Context: an optimization exercise on an open-source flow, tuned for small area, a short achievable clock period and few clock cycles per item. The choices shown serve that exercise and are no tape-out recipe.
Function was checked by simulation only, so behaviour that the tests miss may differ from the original.
Power and IR drop assume default switching activity.

==> flow/design.v (excerpt) <==
module vce #(
    parameter ADDR_BITS = 16
) (
    input  wire                 clk,
    input  wire                 rst,         
    input  wire                 csr_en,
    input  wire                 csr_we,
    input  wire [7:0]           csr_addr,
    input  wire [63:0]          csr_wdata,
    output reg  [63:0]          csr_rdata,
    output reg                  mem_req,
    output reg                  mem_we,
    output reg  [ADDR_BITS-1:0] mem_addr,
    output reg  [7:0]           mem_wdata,
    input  wire                 mem_ready,
    input  wire [7:0]           mem_rdata,
    input  wire                 mem_err,
    output wire                 irq
);
    localparam [63:0] ID_VALUE = 64'h5643_4531_001F_0001;
    localparam [3:0] E_OK        = 4'd0;
    localparam [3:0] E_BADCMD    = 4'd1;
    localparam [3:0] E_BADREGION = 4'd2;
    localparam [3:0] E_OVERLAP   = 4'd3;
    localparam [3:0] E_TOOSMALL  = 4'd4;
    localparam [3:0] E_TRUNC     = 4'd5;
    localparam [3:0] E_MALFORMED = 4'd6;
    localparam [3:0] E_MISMATCH  = 4'd7;
    localparam [3:0] E_BUS       = 4'd8;
    localparam [1:0] S_IDLE = 2'd0;
    localparam [1:0] S_RD   = 2'd1;      
    localparam [1:0] S_WR   = 2'd2;      
  ...
Size: ~3500 cells after synthesis, about 180 I/O pins.
Settings: LEC_CHECK=0, ABC_CLOCK_PERIOD_IN_PS=6000, CAP_MARGIN=40, CORE_MARGIN=2, CORE_UTILIZATION=60, CTS_CLUSTER_DIAMETER=70, CTS_CLUSTER_SIZE=28, PLACE_DENSITY=0.74, SLEW_MARGIN=30; clock period 14.0 ns.
standard.sh (not shown) runs the stock make flow with config.mk's settings and CLKGATE_MAP_FILE= SYNTH_SCRIPT=/design/flow/synth_recipe.tcl, a recipe that flattens the netlist after the stock synthesis.
==> flow/flow/run.sh <==
#!/bin/bash
# Standard layout, with two changes to how timing repair may work:
#  - ports are buffered with buf_2 (not the default delay-cell buffer), and
#  - repair may resize gates across footprints and aims for extra setup slack.
set -euo pipefail
export BUFFER_PORTS_ARGS="-buffer_cell sky130_fd_sc_hd__buf_2"
bash standard.sh MATCH_CELL_FOOTPRINT=0 SETUP_SLACK_MARGIN=7 finish > standard.log 2>&1
Testbench counts at the start, summed over its fixed seeds: cycles 118,654, items 10,572.
Then changed:
- CORE_UTILIZATION: 60 -> 55
- CTS_CLUSTER_SIZE: 28 -> 25
- PLACE_DENSITY: 0.74 -> 0.7
The changed run completed with no timing, DRC or antenna violations.
Clock skew decreases by 0.0064 ns.
Worst hold slack loses 0.0055 ns.
Cell area increases by 0.95%.
Via count stays flat.
Total power decreases by 0.67%.
Non-clock buffer count increases by 21.
Then changed:
==> flow/run.sh (new file) <==
#!/bin/bash
# synth_recipe.tcl (not shown) runs the flow's synth.tcl, then flattens the netlist and writes it again
# the make line also repeats each setting of config.mk as NAME=value (left out here)
make -C /OpenROAD-flow-scripts/flow DESIGN_CONFIG=/design/flow/config.mk WORK_HOME=/design/flow/orfs CLKGATE_MAP_FILE= SYNTH_SCRIPT=/design/flow/synth_recipe.tcl finish
- CTS_CLUSTER_DIAMETER: 70 -> not set
- CTS_CLUSTER_SIZE: 25 -> not set
- SETUP_SLACK_MARGIN: not set -> 5
removed: flow/flow/run.sh
removed: flow/standard.sh
After rerunning:
- The new run passed the timing, DRC and antenna checks
- global-route usage drops by 0.74 points
- synthesized cell count does not change
- design area drops by 1.0%
- synthesized area stays the same
- via count drops by 1.8%
- die area is unchanged
- final cell count drops by 0.66%
- first-iteration DRC count drops by 17%
- wire length drops by 2.7%
- count of clock-buffer cells in the layout climbs by 48
Then changed:
==> flow/flow/run.sh (new file) <==
#!/bin/bash
# Standard layout, with two changes to how timing repair may work:
#  - ports are buffered with buf_2 (not the default delay-cell buffer), and
#  - repair may resize gates across footprints and aims for extra setup slack.
set -euo pipefail
export BUFFER_PORTS_ARGS="-buffer_cell sky130_fd_sc_hd__buf_2"
bash standard.sh MATCH_CELL_FOOTPRINT=0 SETUP_SLACK_MARGIN=7 finish > standard.log 2>&1
==> flow/standard.sh (new file) <==
#!/bin/bash
# synth_recipe.tcl (not shown) runs the flow's synth.tcl, then flattens the netlist and writes it again
# the make line also repeats each setting of config.mk as NAME=value (left out here)
make -C /OpenROAD-flow-scripts/flow DESIGN_CONFIG=/design/flow/config.mk WORK_HOME=/design/flow/orfs CLKGATE_MAP_FILE= SYNTH_SCRIPT=/design/flow/synth_recipe.tcl "${@:-finish}"
- SETUP_SLACK_MARGIN: 5 -> not set
removed: flow/run.sh
The new run completed with no timing, DRC or antenna violations.
Count of clock-buffer cells in the layout is higher by 2.
Cell count is higher by 2.4%.
Sequential power hardly moves.
Setup slack is better by 1.6 ns.
Area after synthesis does not change.
Non-clock buffer count is higher by 119.


Setup of wip/umber:
Starting RTL as in the previous note.
export LEC_CHECK = 0
export ABC_CLOCK_PERIOD_IN_PS = 6000
export CAP_MARGIN = 40
export CORE_MARGIN = 2
export CORE_UTILIZATION = 55
export CTS_CLUSTER_DIAMETER = 70
export CTS_CLUSTER_SIZE = 25
export PLACE_DENSITY = 0.7
export SLEW_MARGIN = 30
create_clock -name core_clock -period 14.0 [get_ports {clk}]
==> flow/flow/run.sh <==
#!/bin/bash
# Standard layout, with two changes to how timing repair may work:
#  - ports are buffered with buf_2 (not the default delay-cell buffer), and
#  - repair may resize gates across footprints and aims for extra setup slack.
set -euo pipefail
export BUFFER_PORTS_ARGS="-buffer_cell sky130_fd_sc_hd__buf_2"
bash standard.sh MATCH_CELL_FOOTPRINT=0 SETUP_SLACK_MARGIN=6 finish > standard.log 2>&1
No stage failed in wip/umber, and the final checks on the layout all came back clean.
Testbench counts of wip/umber, summed over its fixed seeds: cycles 118,654, items 10,572.
Setup changes, wip/umber to wip/yarrow
--- a/flow/flow/run.sh
+++ b/flow/flow/run.sh
@@ -5,3 +5,3 @@
 set -euo pipefail
 export BUFFER_PORTS_ARGS="-buffer_cell sky130_fd_sc_hd__buf_2"
-bash standard.sh MATCH_CELL_FOOTPRINT=0 SETUP_SLACK_MARGIN=6 finish > standard.log 2>&1
+bash standard.sh MATCH_CELL_FOOTPRINT=0 SETUP_SLACK_MARGIN=6.5 finish > standard.log 2>&1
Findings:
- Non-clock buffer contribution to total cell area: wip/yarrow vs wip/umber up 1.7 points
- wip/yarrow vs. wip/umber: number of non-clock buffers went up by 55.
- Comparing wip/yarrow and wip/umber, layout clock buffer count is lower on wip/umber.
- Compared wip/yarrow vs wip/umber, and worst relative slew slack is up in wip/yarrow.
- Sort wip/yarrow and wip/umber by endpoint arrival time on the critical path, ascending, and wip/yarrow comes first.
- Run comparison: wip/yarrow worst-path cell with the longest stage delay sky130_fd_sc_hd__or3b_4; wip/umber worst-path cell with the longest stage delay sky130_fd_sc_hd__nor2_2
Input-level comparison between wip/maple and wip/yarrow:
Settings: PLACE_DENSITY changed from 0.7 to 0.74; CORE_UTILIZATION changed from 55 to 60; CTS_CLUSTER_SIZE changed from 25 to 28.
[summary]
wip/yarrow → wip/maple: final worst slack lost 0.029 ns, clock skew after layout lost 0.015 ns, share of final layout cell area taken by clock buffers and inverters now sits lower, maximum operating frequency shows a reduction of 0.38%, combinational group share of total power closely matched the old numbers. Comparing relative slew slack for wip/maple and wip/yarrow, the smaller number came from wip/maple. Per the final summary, wip/maple finished and its layout is clean on timing, DRC and antenna. On minimum clock period after layout, the lower figure sits with wip/yarrow, not wip/maple.

what the ideal ports hide:
Ports are ideal in the flow. The routed layouts listed here were re-timed in OpenROAD.
Step 1 (the two cells are an assumption about what drives the block):
set clk [get_ports {clk}]
set_driving_cell -lib_cell sky130_fd_sc_hd__clkbuf_16 $clk
set_driving_cell -lib_cell sky130_fd_sc_hd__buf_2 [delete_from_list [all_inputs] $clk]
Step 2, shift: input delay + t, output delay - t, t = (earliest + latest rising clock arrival at the registers) / 2. This alone moves slack from input paths to output paths.
Slacks: ideal ports / drivers / drivers and shift; pairs: ideal ports / drivers.
run | t, ns | slack for setup (ns) | worst setup path at the end | worst register clock-pin slew, ns | worst slew at a driven data input, ns
the first run of note 1 | 0.698 | 6.374 / 6.294 / 6.294 | input to output | 0.11 / 0.11 | 0.13
the second run of note 1 | 0.688 | 6.438 / 6.353 / 6.353 | input to output | 0.10 / 0.10 | 0.11
the third run of note 1 | 0.712 | 4.839 / 4.797 / 4.797 | input to output | 0.07 / 0.07 | 0.08
the fourth run of note 1 | 0.703 | 6.481 / 6.424 / 6.424 | input to output | 0.07 / 0.07 | 0.12
wip/umber | 0.693 | 6.000 / 5.966 / 5.628 | input to register | 0.10 / 0.10 | 0.07
wip/yarrow | 0.681 | 6.482 / 6.321 / 6.095 | input to register | 0.10 / 0.10 | 0.26
wip/maple | 0.679 | 6.453 / 6.408 / 6.089 | input to register | 0.11 / 0.11 | 0.12
After both steps setup and hold are still met in every run listed. For wip/yarrow, which loses most, drivers alone change the setup slack by -0.161 ns; drivers and shift together by -0.387 ns.
